Context: an optimization exercise on an open-source flow, tuned for small area, a short achievable clock period and few clock cycles per item. The choices shown serve that exercise and are no tape-out recipe.
Where RTL was checked, it was by simulation tests only, not by an equivalence proof against the original.
Only the layout flow was run in run 3; the RTL was not checked for function there.
No activity file was given, so power comes from the tool's default toggle rates.

## flow/standard.sh

```bash
#!/bin/bash
# synth_recipe.tcl (not shown) runs the flow's synth.tcl, then flattens the netlist and writes it again
# the make line also repeats each setting of config.mk as NAME=value (left out here)
make -C /OpenROAD-flow-scripts/flow DESIGN_CONFIG=/design/flow/config.mk WORK_HOME=/design/flow/orfs CLKGATE_MAP_FILE= SYNTH_SCRIPT=/design/flow/synth_recipe.tcl "${@:-finish}"
```

## flow/design.v

```verilog
module pfs_softdec (
  input  wire        clk,
  input  wire        rst,
  input  wire        cmd_valid,
  output wire        cmd_ready,
  input  wire [15:0] cmd_len,
  input  wire [2:0]  cmd_ed,
  input  wire [1:0]  cmd_inner,
  input  wire [1:0]  cmd_outer,
  input  wire        in_valid,
  output wire        in_ready,
  input  wire [7:0]  in_data,
  output reg         out_valid,
  input  wire        out_ready,
  output reg  [7:0]  out_data,
  output reg         res_valid,
  output reg         res_ok
);
  reg        busy;
  reg [2:0]  ed_r;
  reg        inner_h, outer_h;
  wire       mlm = inner_h | outer_h;      
  wire       hdm = inner_h & outer_h;      
  reg        cmd_ready_r;           
  assign cmd_ready = cmd_ready_r;
  wire   cmd_take  = cmd_valid & ~busy;
  reg    start;                   
  reg        in_ready_r;
  assign in_ready = in_ready_r;
  wire   take = in_valid & in_ready_r;
  reg [11:0] q;
  reg [3:0]  q_cnt;
  wire       q_has = (q_cnt != 4'd0);
  wire       q_out = q[q_cnt - 4'd1];
  wire       q_deq;
  reg [7:0]  tv [0:6];
  reg [2:0]  tk [0:6];
  reg [2:0]  kin;         
  reg [1:0]  fl;          
  reg [5:0]  lo [0:7];
  reg [4:0]  hi [0:7];
  reg        cy [0:7];
  reg [13:0] bst;         
  function [2:0] xcol(input [2:0] kk);
    case (kk)
      3'd0: xcol = 3'b111;
      3'd1: xcol = 3'b110;
      3'd2: xcol = 3'b101;
      3'd3: xcol = 3'b011;
      3'd4: xcol = 3'b100;
      3'd5: xcol = 3'b010;
      default: xcol = 3'b001;
    endcase
  endfunction
  function [6:0] radd6(input [5:0] x, input [5:0] y, input ci);
    integer i;
    reg c;
    begin
      c = ci;
      for (i = 0; i < 6; i = i + 1) begin
        radd6[i] = x[i] ^ y[i] ^ c;
        c = (x[i] & y[i]) | (x[i] & c) | (y[i] & c);
      end
      radd6[6] = c;
    end
  endfunction
  function [4:0] radd5(input [4:0] x, input [4:0] y, input ci);
    integer i;
    reg c;
    begin
      c = ci;
      for (i = 0; i < 5; i = i + 1) begin
        radd5[i] = x[i] ^ y[i] ^ c;
        c = (x[i] & y[i]) | (x[i] & c) | (y[i] & c);
      end
    end
  endfunction
  integer a;
  reg [6:0]  lo_n [0:7];
  reg [4:0]  hi_n [0:7];
  always @(*) begin
    for (a = 0; a < 8; a = a + 1) begin : accn
      reg [2:0] kk;
      reg [7:0] ue, op;
      reg       s, st;
      reg [5:0] lb;
      reg [4:0] hb;
      kk = tk[(a < 2) ? 0 : a - 1];
      ue = tv[(a < 2) ? 0 : a - 1] ^ 8'h80;
      s  = ^(a[2:0] & xcol(kk));
      st = (kk == 3'd0);
      op = s ? ~ue : ue;
      lb = st ? ((a == 0) ? 6'd3 : 6'h3F) : lo[a];
      hb = st ? ((a == 0) ? 5'd0 : 5'h1F) : hi[a];
      lo_n[a] = radd6(lb, op[5:0], s);
      hi_n[a] = radd5(hb, {{3{op[7]}}, op[7:6]}, cy[a] & ~st);
    end
  end
  reg  [6:0] trig;        
  reg        fin;         
  function [3:0] dcon(input [2:0] ai);
    dcon = {^(ai & 3'b111), ^(ai & 3'b110), ^(ai & 3'b101), ^(ai & 3'b011)};
  endfunction
  function [13:0] leaf(input [5:0] l, input [4:0] h, input c, input [3:0] dd);
    reg [4:0] th;
    begin
      th = h + {4'd0, c};
      leaf = {{th[3:0], l} ^ {10{th[4]}}, th[4] ? dd : ~dd};
    end
  endfunction
  reg [5:0]  ylo;
  reg [4:0]  yhi;
  reg        ycy;
  reg [3:0]  ydd;
  integer b;
  always @(*) begin
    ylo = 6'd0; yhi = 5'd0; ycy = 1'b0; ydd = 4'd0;
    for (b = 0; b < 7; b = b + 1)
      if (trig[b]) begin
        ylo = ylo | lo[b + 1];
        yhi = yhi | hi[b + 1];
        ycy = ycy | cy[b + 1];
        ydd = ydd | dcon(b + 1);
      end
  end
  wire [13:0] lf_y = leaf(ylo, yhi, ycy, ydd);
  wire [13:0] lf_x = trig[0] ? leaf(lo[0], hi[0], cy[0], 4'b0000) : bst;
  wire [13:0] win  = ({lf_y[13:4], ~lf_y[3:0]} > {lf_x[13:4], ~lf_x[3:0]}) ? lf_y : lf_x;
  wire        nib_wr = fin & ~start;
  wire [3:0]  nib    = bst[3:0];
  reg [2:0]  j;
  reg [3:0]  hd;
  reg [2:0]  syn;
  reg [3:0]  q2;
  reg [2:0]  q2_cnt;
  wire       q2_deq;
  wire       hd_go = hdm & q_has & ((j != 3'd6) | (q2_cnt == 3'd0));
  wire [2:0] syn_n = syn ^ (q_out ? xcol(j) : 3'b000);
  reg  [3:0] hd_fix;
  always @(*) begin
    case (syn_n)
      3'b011:  hd_fix = hd ^ 4'b0001;
      3'b101:  hd_fix = hd ^ 4'b0010;
      3'b110:  hd_fix = hd ^ 4'b0100;
      3'b111:  hd_fix = hd ^ 4'b1000;
      default: hd_fix = hd;
    endcase
  end
  reg [6:0]  sreg;
  reg [2:0]  bitcnt;
  reg [15:0] bc;
  reg        kph;
  reg        done;
  reg [31:0] crc;
  reg        ok;
  reg [2:0]  vpos;
  reg        cwpar;
  wire       fb_v = hdm ? (q2_cnt != 3'd0) : q_has;
  wire       fb_b = hdm ? q2[3] : q_out;
  wire       fgo  = fb_v & (done | ~((bitcnt == 3'd7) & ~kph & out_valid));
  wire       fuse = fgo & ~done;
  assign q2_deq = hdm & fgo;
  assign q_deq  = hdm ? hd_go : fgo;
  wire       ed_chk  = (ed_r == 3'd2);
  wire       ed_crc  = ed_r[2] | (ed_r == 3'd3);
  wire       inv     = kph & (ed_r == 3'd6);
  wire       fbk     = crc[31] ^ fb_b ^ inv;
  reg [31:0] poly;
  always @(*) begin
    case (ed_r)
      3'd3:    poly = 32'h07000000;
      3'd4:    poly = 32'h10210000;
      3'd5:    poly = 32'h864CFB00;
      default: poly = 32'h04C11DB7;
    endcase
  end
  wire [31:0] crc_step = {crc[30:0], 1'b0} ^ (fbk ? poly : 32'h0);
  wire [7:0]  byte_now = {sreg, fb_b};
  wire        byte_end = fuse & (bitcnt == 3'd7);
  wire        bc_last  = (bc == 16'd1);
  function [2:0] key_len(input [2:0] e);
    case (e)
      3'd2, 3'd3: key_len = 3'd1;
      3'd4:       key_len = 3'd2;
      3'd5:       key_len = 3'd3;
      3'd6:       key_len = 3'd4;
      default:    key_len = 3'd0;
    endcase
  endfunction
  function [31:0] crc_init(input [2:0] e);
    case (e)
      3'd4:    crc_init = 32'hFFFF0000;
      3'd5:    crc_init = 32'hB704CE00;
      3'd6:    crc_init = 32'hFFFFFFFF;
      default: crc_init = 32'h00000000;
    endcase
  endfunction
  wire       done_set    = byte_end & bc_last & (kph | (key_len(ed_r) == 3'd0));
  wire       done_n      = done | done_set;
  wire [2:0] vpos_n      = vpos + {2'b00, take};
  wire       cwpar_n     = cwpar ^ (take & (kin == 3'd6));
  wire       in_done_n   = ~mlm | ((vpos_n == 3'd0) & ~cwpar_n);
  wire       out_valid_n = (byte_end & ~kph) | (out_valid & ~out_ready);
  wire       finish      = busy & ~start & done_n & in_done_n & ~out_valid_n;
  wire       ok_n        = ok & ~(fuse & kph & ed_crc & fbk);
  wire [7:0] sum_b       = crc[31:24] + byte_now;
  wire [7:0] sum_n       = byte_end ? sum_b : crc[31:24];
  wire       busy_n = cmd_take | (busy & ~finish);
  wire [3:0] q_rem = q_cnt - {3'b000, q_deq};
  wire [3:0] q_inc = q_cnt + {3'b000, ~q_deq};
  wire       tk_bit = take & ~mlm;
  reg  [3:0] q_cnt_n;
  always @(*) begin
    if (start)        q_cnt_n = {3'b000, tk_bit};
    else if (nib_wr)  q_cnt_n = q_rem + 4'd4;
    else              q_cnt_n = tk_bit ? q_inc : q_rem;
  end
  wire       cw_in  = take & mlm & (start | (kin == 3'd0));    
  wire [2:0] kin_n  = start ? {2'b00, take & mlm} :
                      (take ? ((kin == 3'd6) ? 3'd0 : kin + 3'd1) : kin);
  wire [4:0] commit = {1'b0, q_rem} + {1'b0, fl, 2'b00};
  wire       room   = (commit <= 5'd8);
  wire rdy0  = mlm ? ((kin != 3'd0) | room) : (q_rem <= 4'd11);
  wire rdy1  = mlm ? ((kin != 3'd6) | room) : (q_rem <= 4'd10);
  wire in_ready_n = cmd_take | (busy & ~finish & (start | (take ? rdy1 : rdy0)));
  always @(posedge clk) begin
    tv[0] <= take ? in_data : 8'h80;
    for (a = 1; a < 7; a = a + 1)
      tv[a] <= tv[a - 1];
    for (a = 0; a < 8; a = a + 1) begin
      lo[a] <= lo_n[a][5:0];
      cy[a] <= lo_n[a][6];
      hi[a] <= hi_n[a];
    end
    bst <= win;
    tk[0] <= (take & mlm & ~start) ? kin : ((take & mlm) ? 3'd0 : 3'd7);
    for (a = 1; a < 7; a = a + 1)
      tk[a] <= start ? 3'd7 : tk[a - 1];
    for (a = 0; a < 7; a = a + 1)
      trig[a] <= ~start & (tk[a] == 3'd6);
    fin <= trig[6] & ~start;
    kin <= kin_n;
    if (start)
      fl <= {1'b0, cw_in};
    else
      fl <= fl + {1'b0, cw_in} - {1'b0, nib_wr};
    if (rst) begin
      busy       <= 1'b0;
      cmd_ready_r <= 1'b1;
      start      <= 1'b0;
      in_ready_r <= 1'b0;
      out_valid  <= 1'b0;
      res_valid  <= 1'b0;
    end else begin
      busy       <= busy_n;
      cmd_ready_r <= ~busy_n;
      start      <= cmd_take;
      in_ready_r <= in_ready_n;
      res_valid  <= finish;
      if (byte_end & ~kph)
        out_valid <= 1'b1;
      else if (out_ready)
        out_valid <= 1'b0;
    end
    q_cnt <= q_cnt_n;
    if (finish)
      res_ok <= ed_chk ? (sum_n == 8'h00) : ok_n;
    if (byte_end & ~kph)
      out_data <= byte_now;
    if (~busy) begin
      ed_r    <= cmd_ed;
      inner_h <= (cmd_inner == 2'd2);
      outer_h <= (cmd_outer == 2'd2);
      bc      <= cmd_len;
    end
    if (nib_wr)
      q <= {q[7:0], nib};
    else if (take & ~mlm)
      q <= {q[10:0], in_data[7]};
    if (rst)
      done <= 1'b1;
    else if (start)
      done <= 1'b0;
    else if (done_set)
      done <= 1'b1;
    if (start) begin
      j       <= 3'd0;
      syn     <= 3'd0;
      q2_cnt  <= 3'd0;
      bitcnt  <= 3'd0;
      kph     <= 1'b0;
      crc     <= crc_init(ed_r);
      ok      <= 1'b1;
      vpos    <= {2'b00, take};
      cwpar   <= 1'b0;
    end else begin
      if (take) vpos <= vpos + 3'd1;
      if (take & (kin == 3'd6)) cwpar <= ~cwpar;
      if (hd_go) begin
        if (j[2] == 1'b0) hd <= {hd[2:0], q_out};
        if (j == 3'd6) begin
          j   <= 3'd0;
          syn <= 3'd0;
          q2  <= hd_fix;
        end else begin
          j   <= j + 3'd1;
          syn <= syn_n;
        end
      end
      if (hd_go & (j == 3'd6))
        q2_cnt <= 3'd4;
      else if (q2_deq) begin
        q2_cnt <= q2_cnt - 3'd1;
        q2     <= {q2[2:0], 1'b0};
      end
      if (fuse) begin
        sreg   <= byte_now[6:0];
        bitcnt <= bitcnt + 3'd1;
        if (ed_crc) crc <= crc_step;
        if (kph & ed_crc & fbk) ok <= 1'b0;
        if (byte_end) begin
          if (ed_chk) crc[31:24] <= sum_b;
          if (bc_last) begin
            if (~kph & (key_len(ed_r) != 3'd0)) begin
              kph <= 1'b1;
              bc  <= {13'd0, key_len(ed_r)};
            end
          end else
            bc <= bc - 16'd1;
        end
      end
    end
  end
endmodule
```

## flow/constraint.sdc

```tcl
create_clock -name core_clock -period 14.0 [get_ports {clk}]
set_input_delay 2.8000 -clock core_clock [delete_from_list [all_inputs] [get_ports {clk}]]
set_output_delay 2.8000 -clock core_clock [all_outputs]
set_load 0.01 [all_outputs]
```

## flow/config.mk

```make
export PLATFORM = sky130hd
export DESIGN_NAME = pfs_softdec
export DESIGN_NICKNAME = pfs_softdec
export VERILOG_FILES = /design/flow/design.v
export SDC_FILE = /design/flow/constraint.sdc
export NUM_CORES = 4
export LEC_CHECK = 0
export CAP_MARGIN = 20
export CORE_MARGIN = 2
export CORE_UTILIZATION = 60
export CTS_CLUSTER_DIAMETER = 100
export CTS_CLUSTER_SIZE = 22
export SLEW_MARGIN = 20
```

## flow/flow/run.sh

```bash
#!/bin/bash
# The standard layout (standard.sh, same synthesis, floorplan, power
# grid, placement, CTS and routing) with two changes in how it is made:
#  - the port buffers that buffer_ports inserts on every input and output
#    use buf_2 instead of the default cell;
#  - repair_timing aims for 10 ns of setup slack at the design's 14 ns
#    clock (the SDC and clock are unchanged).
set -o pipefail
export BUFFER_PORTS_ARGS="-buffer_cell sky130_fd_sc_hd__buf_2"
export SETUP_SLACK_MARGIN=10
bash standard.sh > standard.log 2>&1
```

==> metrics.md, run 1 <==
| Metric | Value |
|---|---|
| Hold_buf cts | 0 |
| Fmax | around 240 MHz |
| Maxcap violations | 0 |
| Avg Cell Area, Syn | 10.36 sq um |
| Post-synth EDFFs | 75 |
| Total CTS buffers | 18 |
| Max rail drop VDD | 157.9 uV |
| Storage cell area | 0.007138 sq mm |
| Setup crit end kind | flop |
| Worst EP arrival | 4.41 ns |
| R2R Setup Slk | 10.07 ns |
| Min cycle time layout | around 4.2 ns |
| Power share of the sequential group | about two fifths |
| Die H | 166.7 um |
| Worst hold path class | flop to flop |
| PwrDens | about 190 mW/mm^2 |
| Switching Power | between 1 and 1.5 mW |
| Nets | 1729 |
| Mapped cell area | 0.01589 sq mm |
| Reg2reg path depth | 16 |
| DR WL/cell | 18.07 um |
| Max clock buf depth | 3 |
| Async set-reset flop share out of synthesis | 0% |
| Sequential share of the synthesized area | 44.79% |
| Vias | 11.13k |
| CTS clk-pin slew, worst paths | 0.09 ns |
| Initial Util | 60.97% |
| Overflow after GRT | 0 |
| Vias per cell | 5.808 |
| Initial antenna violation count | 0 |
| Unrepaired setup endpoints after global routing | yes |
| Port bufs | 48 |
| First drt pass iteration count | 7 |
| IO Count | 49 |
| Setup TNS | 0 ns |
| All-Layer GR Usage | approximately 25% |
| Final setup fails | 0 |
| Leak | about 7 nW |
| Antenna Cells | 0 |
| Remaining DRCs | 0 |
| GPL Wtd Cong | approximately 0.83 |
| Layout cell share with drive strength beyond 1 | roughly 16% |
| Design Area, Final | 0.01758 sq mm |
| Number of fillers in the final layout | 2058 |
| Worst Path Required | 14.25 ns |
| Worst Skew | 0.01294 ns |
| Final Hold Fails | 0 |
| CTS tree | built |
| Routed Antenna Nets | 0 |
| Iter 0 DRT Violations | 826 |
| Number of global-route vias before repair | between 10k and 15k |
| Util after Layout | 67.48% |
| Hold path depth | 0 |
| Worst-skew pair later-pin latency | between 0.5 and 0.6 ns |
| Die area | approximately 0.028 sq mm |
| Startpoint Class | primary input |
| Synthesis warning total | 8 |
| Slew of the pin with the lowest slew margin | 0.9747 ns |
| Net Sw Frac | a little under two fifths |
| Primary FF master, synth | dfxtp_1 |
| Horiz. Die Dim | 166.7 um |
| Routed WL | between 30 and 40 mm |
| Crit-path max FO | 4 |
| Max-slew violation count | 0 |
| Placed inst area | around 0.016 sq mm |
| Multi-input logic area | 0.008524 sq mm |
| Status | no timing/DRC/antenna violations |
| Crit path kind | primary input to flop |
| Int Pwr | 2.138 mW |
| Synth cell types | 75 |
| H-tree Lvls | 1 |
| Rows | 59 |
| Clk sinks | 318 |
| Flops & latches, synth | ~320 |
| Logic pwr share | about two fifths |
| Final period util | 29.77% |
| Area grow syn2layout | 10.68% |
| Clock share of power | 16.5% |
| First-pass GRT wire length | 56.46 mm |
| CTS root buffer | clkbuf_16 |
| Syn_nets | 1689 |
| Syn Inst Count | 1533 |
| Pin count of the biggest net entering global routing | 42 |
| Core area | 0.02606 sq mm |
| Rel. slew slack | 35.02% |
| Post-DP HPWL | 24.83 mm |
-- worst max-delay path: stages --
cell and delay, ns:
buf_12 0.11, nand2_8 0.09, clkinv_8 0.05, ha_4 0.15, ha_4 0.15, xor2_1 0.13, or3_4 0.34, nor3_4 0.21
o21ai_2 0.07, nor4_2 0.14, buf_4 0.17
-- power groups by stage --
stage / registers, mW / logic [mW] / clock network [mW]
3_3_place_gp: 1.43 / 1.21 / 0
4_1_cts: 1.41 / 1.33 / 0.571
3_5_place_dp: 1.43 / 1.25 / 0
6_report: 1.42 / 1.41 / 0.557
2_1_floorplan: 1.33 / 1.05 / 0
5_1_grt: 1.44 / 1.59 / 0.604
-- cells in the mapped netlist, types with 6 or more instances --
cell      instances  area, sq um
dfxtp_1         243         4865
nor2_1          112        420.4
nand2_1          84        315.3
edfxtp_1         75         2252
fa_1             74         1481
inv_1            74        277.8
or2_2            70        437.9
xnor2_1          70        613.1
o21ai_0          63        315.3
clkbuf_1         59        221.5
xor2_1           57        499.2
a21oi_1          52        260.3
ha_1             46        575.6
nor3_1           44        220.2
nand3_1          39        195.2
mux2i_1          35        350.3
a22oi_1          32        240.2
nand2b_1         25        156.4
nor2b_1          24        150.1
nor4_1           19        118.9
mux2_2           16        180.2
and3_1           15        93.84
a222oi_1         14        140.1
nand4_1          14        87.58
a21o_1           12        90.09
o22ai_1          12        75.07
o21a_1           11        82.58
a211oi_1          9        67.56
a221o_1           9        90.09
and2_1            9        56.30
a221oi_1          7        61.31
or3_1             7        43.79
nand3b_1          6        45.04
o211ai_1          6        45.04
-- cell usage in the layout, fill, tap and decap left out, types with 12 or more instances in the layout --
cell type and count:
ha_1 36, nor4_1 18, o22ai_1 12, edfxtp_1 75, nand3_1 38, or2_2 70
nor2b_1 23, nor2_1 111, xnor2_1 70, a21o_1 12, a21oi_1 51, o21ai_0 58
nor3_1 40, a22oi_1 31, buf_4 36, nand2_1 83, nand2b_1 25, fa_1 73
mux2_2 15, buf_2 47, a222oi_1 14, mux2i_1 34, inv_1 73, dfxtp_1 234
and3_1 15, xor2_1 51, clkbuf_16 20, nand4_1 14
-- logic make-up (layout without fill, tap and decap cells) --
logic type	Yosys count	count (layout)	share of synthesized area [%]
AOI/OAI and AO/OA	277	277	11.88
xor gates and xnor gates	128	128	7.104
adders and majority gates	123	123	13.14
buffers and inverters	149	197	3.670
DFF	318	318	44.79
muxes	54	54	3.764
and+or+nand+nor	484	484	15.66
-- sequential cells by signal, summed over array words and instances, names as in the netlist, 12 cells and up --
name / flops
lo: 48
crc: 32
tv: 56
hi: 40
bc: 16
bst: 14
q: 12
tk: 21
-- metal layers --
| metal | GRT usage, % | up-vias | part of all wire (%) |
|---|---|---|---|
| li1 | - | 5437 | - |
| met1 | 33.95 | 5402 | 44 |
| met2 | 42.22 | 231 | 49 |
| met3 | 2.353 | 58 | 3.3 |
| met4 | 7.571 | 0 | 3.1 |
| met5 | 0 | - | 0 |
-- what timing repair did --
item	in CTS	in global routing
resized for setup	19	46
buffers inserted	13	11
pin swaps	7	11
cloned	0	1
endpoints found under the setup margin	25	23
-- metrics by stage --
step	hold slack [ns]	setup slack, ns	std cells	power (mW)
global route	0.3742	9.754	1916	3.641
detailed placement	0.3543	8.914	1863	2.681
global placement	0.3391	8.957	1863	2.646
CTS	0.3693	9.804	1904	3.319
floorplan	0.3308	9.342	1533	2.371
finish	0.3630	9.833	1916	3.382
-- area by class of cell --
type	count	area share, %
clock buffers	26	2.910
clock inverters	2	0.07827
inverters	76	1.693
multi-input cells	1066	48.48
flip-flops and latches	318	40.59
well taps	335	2.384
repair buffers	93	3.864
-- final timing paths --
check / startpoint / end
worst min-delay path: tv[0][1] / tv[1][1]
worst max-delay path: in_valid / res_ok
worst min register to register: tv[0][1] / tv[1][1]
worst max register to register: q2_cnt[0] / in_ready_r
Testbench counts, summed over its fixed seeds: cycles 80,564, items 4,540.
==> run 2: changes to the inputs <==
--- a/flow/config.mk
+++ b/flow/config.mk
@@ -8,5 +8,5 @@
 export CAP_MARGIN = 20
 export CORE_MARGIN = 2
-export CORE_UTILIZATION = 60
+export CORE_UTILIZATION = 40
 export CTS_CLUSTER_DIAMETER = 100
 export CTS_CLUSTER_SIZE = 22
==> run 2 against run 1 <==
Sequential cell count unchanged. Core utilization decreased by 23 points. Total power decreased by 1.3%. Wire length increased by 1.9%. Sequential power about the same. Die area increased by 49%. Sequential share of layout area decreased by 0.27 points. Critical endpoint unchanged. Still clean. Synthesized cell count unchanged. Worst hold slack about the same. Final area increased by 0.63%. Critical path depth unchanged. Critical path type unchanged.
==> metrics.md, run 2 <==
| Metric | Value |
|---|---|
| Rel. slew slack | 37.44% (+2.4 points) |
| Synth cell count leaders | dfxtp_1 (243), nor2_1 (112), nand2_1 (84) |
| Port bufs | 48 (unchanged) |
| Total design power | 3.338 mW (-1.3%) |
| Die H | 203.3 um (+22%) |
| Number of fillers in the final layout | 3781 (+84%) |
| PwrDens | 188.7 mW/mm^2 (-1.9%) |
| Cell Chain, Critical Path | buf_12 > nand2_8 > clkinv_8 > ha_4 > ha_4 > xor2_1 > or3_1 > nor3_2 > o21ai_2 > nor4_2 > buf_4 |
| WP buf/inv | 3 (unchanged) |
| Max rail drop VDD | 103.5 uV (-34%) |
| Util after Layout | 44.84% (-23 points) |
| Most common cell after layout, fill and taps aside | dfxtp_1 |
| Number of global-route vias before repair | 11.08k (+2.1%) |
| Top flop regs | tv (56), lo (48), hi (40) |
| Most frequent cells in the layout | dfxtp_1 (234), nor2_1 (111), nand2_1 (83) |
| Worst Path Required | 14.26 ns (about the same) |
| Post-DP HPWL | 25.61 mm (+3.1%) |
| Synth cell types | 75 (unchanged) |
| Fmax | 243.8 MHz (+1.6%) |
| Syn_nets | 1689 (unchanged) |
| Crit path kind | primary input to flop |
| DR WL/cell | 16.77 um (-7.2%) |
| Worst hold path class | flop to flop |
| Final setup fails | 0 (unchanged) |
| CTS root buffer | clkbuf_16 |
| Unrepaired setup endpoints after global routing | yes |
| First drt pass iteration count | 8 (+1) |
| Setup TNS | 0 ns (unchanged) |
| Fin cells | 2105 (+9.9%) |
| Remaining DRCs | 0 (unchanged) |
| Largest cells by area after synthesis | dfxtp_1 (31%), edfxtp_1 (14%), fa_1 (9.3%) |
| Sequential share of the synthesized area | 44.79% (unchanged) |
| Pin count of the biggest net entering global routing | 55 (+31%) |
| First-pass GRT wire length | 57.97 mm (+2.7%) |
| Worst setup margin | 9.898 ns (+0.06542 ns) |
| Pre-CTS WS | 8.949 ns (+0.03482 ns) |
| Core area | 0.03946 sq mm (+51%) |
| GPL Wtd Cong | 0.8136 (-1.5%) |
| Final Hold Fails | 0 (unchanged) |
| Crit-path max FO | 4 (unchanged) |
| Count leader, synth | dfxtp_1 |
| Hold_buf cts | 0 (unchanged) |
| Iter 0 DRT Violations | 945 (+14%) |
| Initial Util | 40.27% (-21 points) |
| Routed Antenna Nets | 0 (unchanged) |
| Yosys top cell by area | dfxtp_1 |
| Max-slew violation count | 0 (unchanged) |
| CTS tree | built |
| Leak | 6.943 nW (-0.29%) |
| Startpoint Class | primary input |
| Reg with most FFs | tv |
| Synth top area share | 30.62% (unchanged) |
| Nets | 1728 (-0.058%) |
| Slew of the pin with the lowest slew margin | 0.9349 ns (-0.03985 ns) |
| Worst EP arrival | 4.36 ns (-0.05 ns) |
| Setup crit end kind | flop |
| Synthesis warning total | 8 (unchanged) |
| H-tree Lvls | 1 (unchanged) |
| Initial antenna violation count | 0 (unchanged) |
| Flops & latches, synth | 318 (unchanged) |
| Final period util | 29.30% (-0.47 points) |
| Status | no timing/DRC/antenna violations |
| Layout cell share with drive strength beyond 1 | 15.58% (-0.87 points) |
| Min cycle time layout | 4.102 ns (-0.06542 ns) |
| Die area | 0.04133 sq mm (+49%) |
| Worst Skew | 0.02635 ns (+0.01342 ns) |
| Avg Cell Area, Syn | 10.36 sq um (unchanged) |
| Slowest stage delay, CP | 0.35 ns (about the same) |
| Primary FF master, synth | dfxtp_1 |
| Vias per cell | 5.279 (-9.1%) |
| Syn Inst Count | 1533 (unchanged) |
| CP delay by family, top | simple AND/OR/NAND/NOR gates |
| Post-synth EDFFs | 75 (unchanged) |
| Maxcap violations | 0 (unchanged) |
| CTS clk-pin slew, worst paths | 0.10 ns (about the same) |
| Area grow syn2layout | 11.37% |
| Vias | 11.11k (-0.13%) |
| Routed WL | 35.29 mm (+1.9%) |
| Placed Instances | 2055 (+10%) |
| Mapped cell area | 0.01589 sq mm (unchanged) |
| Horiz. Die Dim | 203.3 um (+22%) |
| All-Layer GR Usage | 17.20% (-7.6 points) |
| Critical path's slowest cell | or3_1 |
| Largest register FFs | 56 (unchanged) |
| Overflow after GRT | 0 (unchanged) |
| Worst-skew pair later-pin latency | 0.53 ns (about the same) |
| Rows | 73 (+24%) |
| Most frequent CP cell | ha_4 |
| Max clock buf depth | 3 (unchanged) |
| Clk sinks | 318 (unchanged) |
| Async set-reset flop share out of synthesis | 0% (unchanged) |
| IO Count | 49 (unchanged) |
| Total CTS buffers | 18 (unchanged) |
-- run 2: cell counts after synthesis --
No cell type changed its count.
-- run 2: layout make-up --
type                            instances  area (sq um)  area share [%]
Inverter                               76         297.8           1.683
Multi-Input combinational cell       1066          8433           47.66
Tap cell                              525         656.9           3.712
Clock inverter                          1         16.27         0.09192
Clock buffer                           26         501.7           2.836
Sequential cell                       318          7136           40.33
Timing Repair Buffer                   92         650.6           3.677
Antenna cell                            1         2.502         0.01414
-- run 2: layer usage --
metal | global-route usage, % | wire length (um) | up-vias
met2 | 29.92 | 17370 | 233
met5 | 0 | 0 | -
li1 | - | - | 5428
met1 | 23.04 | 16070 | 5411
met4 | 3.519 | 607 | 0
met3 | 2.077 | 1242 | 41
-- run 2: cell families (layout without fill, tap and decap cells) --
| logic type | after synthesis | count (layout) | share of synthesized area (%) |
|---|---|---|---|
| DFF | 318 | 318 | 44.79 |
| xor gates and xnor gates | 128 | 128 | 7.104 |
| AOI/OAI and AO/OA | 277 | 277 | 11.88 |
| and+or+nand+nor | 484 | 484 | 15.66 |
| adders and majority gates | 123 | 123 | 13.14 |
| buffers and inverters | 149 | 195 | 3.670 |
| other | 0 | 1 | 0 |
| muxes | 54 | 54 | 3.764 |
-- run 2: power by group --
group / internal [mW] / total (mW) / switching [mW]
clock: 0.253 / 0.562 / 0.309
sequential: 1.21 / 1.41 / 0.199
combinational: 0.638 / 1.37 / 0.728
total: 2.10 / 3.34 / 1.24
-- run 2: worst reg2reg max path: cells and delay by family, from the launching register on --
| family | cells | cell delay (ns) |
|---|---|---|
| flip-flops | 1 | 0.36 |
| adder cells (fa/ha/maj) | 3 | 0.71 |
| XOR/XNOR | 2 | 0.45 |
| AND/OR/NAND/NOR | 4 | 0.63 |
| buffers and inverters | 4 | 0.58 |
| multiplexers | 1 | 0.25 |
| AO/OA/AOI/OAI | 3 | 0.86 |
-- run 2: worst paths after layout --
kind	start	end	slack (ns)	cells after the start
max	in_valid	res_ok	9.90	11
min	tv[0][1]	tv[1][1]	0.36	0
max reg2reg	trig[0]	bst[10]	10.10	17
min reg2reg	tv[0][1]	tv[1][1]	0.36	0
-- run 2: timing repair --
item                                    in CTS  in global routing
resized for setup                           20                 33
buffers inserted                            12                  9
endpoints found under the hold margin        0                  0
gates cloned                                 0                  1
pin swaps                                    6                  9
endpoints found under the setup margin      25                 24
-- run 2: through the flow --
stage          hold slack [ns]  cell area, sq um
4_1_cts                 0.3674             17450
2_1_floorplan           0.3308             15990
6_report                0.3628             17690
3_5_place_dp            0.3543             16730
5_1_grt                 0.3751             17690
3_3_place_gp            0.3545             16730
==> run 3: changes to the inputs <==
--- a/flow/design.v
+++ b/flow/design.v
@@ -196,14 +196,11 @@
     endcase
   endfunction
-  wire       done_set    = byte_end & bc_last & (kph | (key_len(ed_r) == 3'd0));
-  wire       done_n      = done | done_set;
-  wire [2:0] vpos_n      = vpos + {2'b00, take};
-  wire       cwpar_n     = cwpar ^ (take & (kin == 3'd6));
-  wire       in_done_n   = ~mlm | ((vpos_n == 3'd0) & ~cwpar_n);
-  wire       out_valid_n = (byte_end & ~kph) | (out_valid & ~out_ready);
-  wire       finish      = busy & ~start & done_n & in_done_n & ~out_valid_n;
-  wire       ok_n        = ok & ~(fuse & kph & ed_crc & fbk);
-  wire [7:0] sum_b       = crc[31:24] + byte_now;
-  wire [7:0] sum_n       = byte_end ? sum_b : crc[31:24];
+  wire       done_set = byte_end & bc_last & (kph | (key_len(ed_r) == 3'd0));
+  wire       in_done  = ~mlm | ((vpos == 3'd0) & ~cwpar & ~take);
+  wire       finish   = busy & ~start & (done | done_set) & in_done &
+                        ~out_valid & ~(byte_end & ~kph);
+  wire       ok_n     = ok & ~(fuse & kph & ed_crc & fbk);
+  wire [7:0] sum_b    = crc[31:24] + byte_now;
+  wire [7:0] sum_n    = byte_end ? sum_b : crc[31:24];
   wire       busy_n = cmd_take | (busy & ~finish);
   wire [3:0] q_rem = q_cnt - {3'b000, q_deq};
==> run 3 against run 2 <==
Still clean. Die area shrank 0.45%. Non-clock buffer count shrank 10. Register-to-register slack gained 0.10 ns. Synthesized cell count shrank 0.98%. Core utilization is essentially flat. Sequential share of layout area grew 0.69 points. Sequential cell count is the same. Via count is essentially flat. Critical path type is now flop to output port.
==> metrics.md, run 3 <==
| Metric | Value |
|---|---|
| Crit-path max FO | 4 (unchanged) |
| Synth top area share | 30.76% (+0.14 points) |
| Hold_buf cts | 0 (unchanged) |
| Worst hold margin | 0.3599 ns (-0.002892 ns) |
| Layout cell share with drive strength beyond 1 | 15.31% (-0.27 points) |
| Startpoint Class | flop |
| Synthesis warning total | 8 (unchanged) |
| Slowest stage delay, CP | 0.43 ns (+0.08 ns) |
| Routed WL | 35.38 mm (+0.24%) |
| First drt pass iteration count | 5 (-3) |
| M1 WL | 15.75 mm (-2.0%) |
| Switching Power | 1.219 mW (-1.4%) |
| Total CTS buffers | 18 (unchanged) |
| CTS clk-pin slew, worst paths | 0.09 ns (about the same) |
| Nets | 1711 (-0.98%) |
| Worst EP arrival | 1.13 ns (-3.23 ns) |
| CTS tree | built |
| Clock share of power | 16.9% (about the same) |
| Setup TNS | 0 ns (unchanged) |
| R2R Setup Slk | 10.20 ns (+0.10 ns) |
| First-pass GRT wire length | 58.61 mm (+1.1%) |
| Met3 wire len | 1.579 mm (+27%) |
| Die H | 202.8 um (-0.23%) |
| Total design power | 3.306 mW (-0.97%) |
| Horiz. Die Dim | 202.8 um (-0.23%) |
| Syn_nets | 1673 (-0.95%) |
| Max rail drop VDD | 82.23 uV (-21%) |
| PwrDens | 190.0 mW/mm^2 (+0.69%) |
| Top flop regs | tv (56), lo (48), hi (40) |
| All-Layer GR Usage | 17.43% (+0.24 points) |
| Async set-reset flop share out of synthesis | 0% (unchanged) |
| Worst setup margin | 10.07 ns (+0.1748 ns) |
| Avg Cell Area, Syn | 10.42 sq um (+0.52%) |
| Rel. slew slack | 31.24% (-6.2 points) |
| Primary FF master, synth | dfxtp_1 |
| IO Count | 49 (unchanged) |
| Vias per cell | 5.343 (+1.2%) |
| Yosys top cell by area | dfxtp_1 |
| Pre-CTS WS | 9.525 ns (+0.5761 ns) |
| Rows | 72 (-1.4%) |
| Worst Skew | 0.02199 ns (-0.004365 ns) |
| Most common cell after layout, fill and taps aside | dfxtp_1 |
| H-tree Lvls | 1 (unchanged) |
| Post-DP HPWL | 25.61 mm (about the same) |
| Synth cell types | 79 (+5.3%) |
| CP delay by family, top | flip-flops |
| CP Depth | 1 (-10) |
| Crit path kind | flop to output port |
| Routed Antenna Nets | 0 (unchanged) |
| Critical path's slowest cell | dfxtp_1 |
| Core area | 0.03883 sq mm (-1.6%) |
| Clk sinks | 318 (unchanged) |
| Pin count of the biggest net entering global routing | 56 (+1.8%) |
| Unrepaired setup endpoints after global routing | no |
| Overflow after GRT | 0 (unchanged) |
| Worst Path Required | 11.20 ns (-3.06 ns) |
| Final setup fails | 0 (unchanged) |
| Reg2reg path depth | 18 (+1) |
| Maxcap violations | 0 (unchanged) |
| Final period util | 28.05% (-1.2 points) |
| Remaining DRCs | 0 (unchanged) |
| Int Pwr | 2.087 mW (-0.72%) |
| GPL Wtd Cong | 0.8431 (+3.6%) |
| Net Sw Frac | 36.88% (-0.16 points) |
| Setup crit end kind | output port |
| Worst hold path class | flop to flop |
| Hold path depth | 0 (unchanged) |
| Cell Chain, Critical Path | buf_2 |
| Count leader, synth | dfxtp_1 |
| Synth cell count leaders | dfxtp_1 (243), nor2_1 (122), nand2_1 (94) |
| DR WL/cell | 17.01 um (+1.4%) |
| Largest cells by area after synthesis | dfxtp_1 (31%), edfxtp_1 (14%), fa_1 (9.4%) |
| Flops & latches, synth | 318 (unchanged) |
| Status | no timing/DRC/antenna violations |
| Post-synth EDFFs | 75 (unchanged) |
| Power share of the sequential group | 42.8% (+0.6 points) |
| Leak | 6.881 nW (-0.90%) |
| Max clock buf depth | 3 (unchanged) |
| Fmax | 254.6 MHz (+4.5%) |
| Sequential share of the synthesized area | 45.00% (+0.21 points) |
| Slew of the pin with the lowest slew margin | 1.028 ns (+0.09277 ns) |
| Reg with most FFs | tv |
| Logic pwr share | 40.3% (-0.6 points) |
| Worst-skew pair later-pin latency | 0.54 ns (about the same) |
| Highest metal used | met4 |
| Vias | 11.11k (+0.0090%) |
| Port bufs | 48 (unchanged) |
| Iter 0 DRT Violations | 775 (-18%) |
| Number of global-route vias before repair | 11.27k (+1.8%) |
| Initial Util | 40.73% (+0.46 points) |
| Most frequent cells in the layout | dfxtp_1 (232), nor2_1 (121), nand2_1 (93) |
| Largest register FFs | 56 (unchanged) |
| Mapped cell area | 0.01581 sq mm (-0.46%) |
| CTS root buffer | clkbuf_16 |
| Final Hold Fails | 0 (unchanged) |
| WP buf/inv | 1 (-2) |
| Min cycle time layout | 3.927 ns (-0.1748 ns) |
| Routed length on met2 | 17.25 mm (-0.69%) |
| Max-slew violation count | 0 (unchanged) |
| Area grow syn2layout | 10.05% |
| Syn Inst Count | 1518 (-0.98%) |
| Die area | 0.04114 sq mm (-0.45%) |
| Initial antenna violation count | 0 (unchanged) |
-- run 3: cell type report --
class / instances / area (sq um)
multi-input cells: 1058 / 8257
clock inverters: 3 / 28.78
diodes: 1 / 2.502
fillers: 3688 / 21420
inverters: 78 / 292.8
well taps: 518 / 648.1
repair buffers: 82 / 549.3
flip-flops and latches: 318 / 7138
clock buffers: 22 / 486.7
-- run 3: kinds of logic (layout without fill, tap and decap cells) --
family / Yosys count / after routing / share of synthesized area, %
DFF: 318 / 318 / 45.00
AOI/OAI and AO/OA: 276 / 276 / 11.92
other: 0 / 1 / 0
xor gates and xnor gates: 134 / 134 / 7.422
and+or+nand+nor: 479 / 479 / 15.43
adders and majority gates: 122 / 122 / 13.12
muxes: 47 / 47 / 3.299
buffers and inverters: 142 / 185 / 3.813
-- run 3: power groups by stage --
stage / clock (mW) / sequential, mW / combinational, mW
after detailed placement: 0 / 1.43 / 1.25
after global placement: 0 / 1.43 / 1.20
after CTS: 0.579 / 1.41 / 1.30
after floorplan: 0 / 1.33 / 1.03
final: 0.558 / 1.42 / 1.33
after global routing: 0.605 / 1.44 / 1.52
-- run 3: metal layers --
layer  GRT usage, %  vias up
li1               -     5363
met2          30.27      252
met5              0        -
met3          2.263       49
met4          4.119        0
met1          23.10     5450
-- run 3: stage by stage --
step	area, sq um	std cells	util [%]
floorplan	15840	1518	-
global placement	16570	2041	42.68
detailed placement	16570	2041	42.68
CTS	17170	2070	44.22
global route	17400	2079	44.82
finish	17400	2080	44.82
-- run 3: path summary, 6_finish.rpt --
check | start | endpoint
hold reg to reg | tv[4][7] | tv[5][7]
setup reg to reg | trig[0] | bst[12]
hold / removal | tv[4][7] | tv[5][7]
setup / recovery | out_valid | out_valid
-- run 3: timing repair --
| item | 4_1_cts | 5_1_grt |
|---|---|---|
| setup endpoints to repair | 17 | 20 |
| buffers inserted | 4 | 8 |
| gates resized for setup | 12 | 34 |
| pin swaps | 1 | 6 |
| cloned | 0 | 1 |

## afterwards: timing with drivers on the ports
In the flow no input, the clock included, has a driving cell. The finished layouts below were timed again as built, in two steps. Step 1 (the two cells are an assumption about what drives the block):
set clk [get_ports {clk}]
set_driving_cell -lib_cell sky130_fd_sc_hd__clkbuf_16 $clk
set_driving_cell -lib_cell sky130_fd_sc_hd__buf_2 [delete_from_list [all_inputs] $clk]
Step 2 times the ports against the registers' clock, not the clock port: input delays grow and output delays shrink by t, the midpoint of the rising clock arrivals with the driver on. a / b / c = ideal / step 1 / step 2; a / b = the first two.
run	t (ns)	setup WS [ns]	pins driven straight from the clock port
run 1	0.560	9.833 / 9.835 / 9.275	1
run 2	0.571	9.898 / 9.898 / 9.327	1
run 3	0.580	10.073 / 10.019 / 9.549	1
After both steps every run listed still meets setup and hold. For run 2, which loses most, drivers alone change the setup slack by 0.000 ns; drivers and shift together by -0.571 ns.
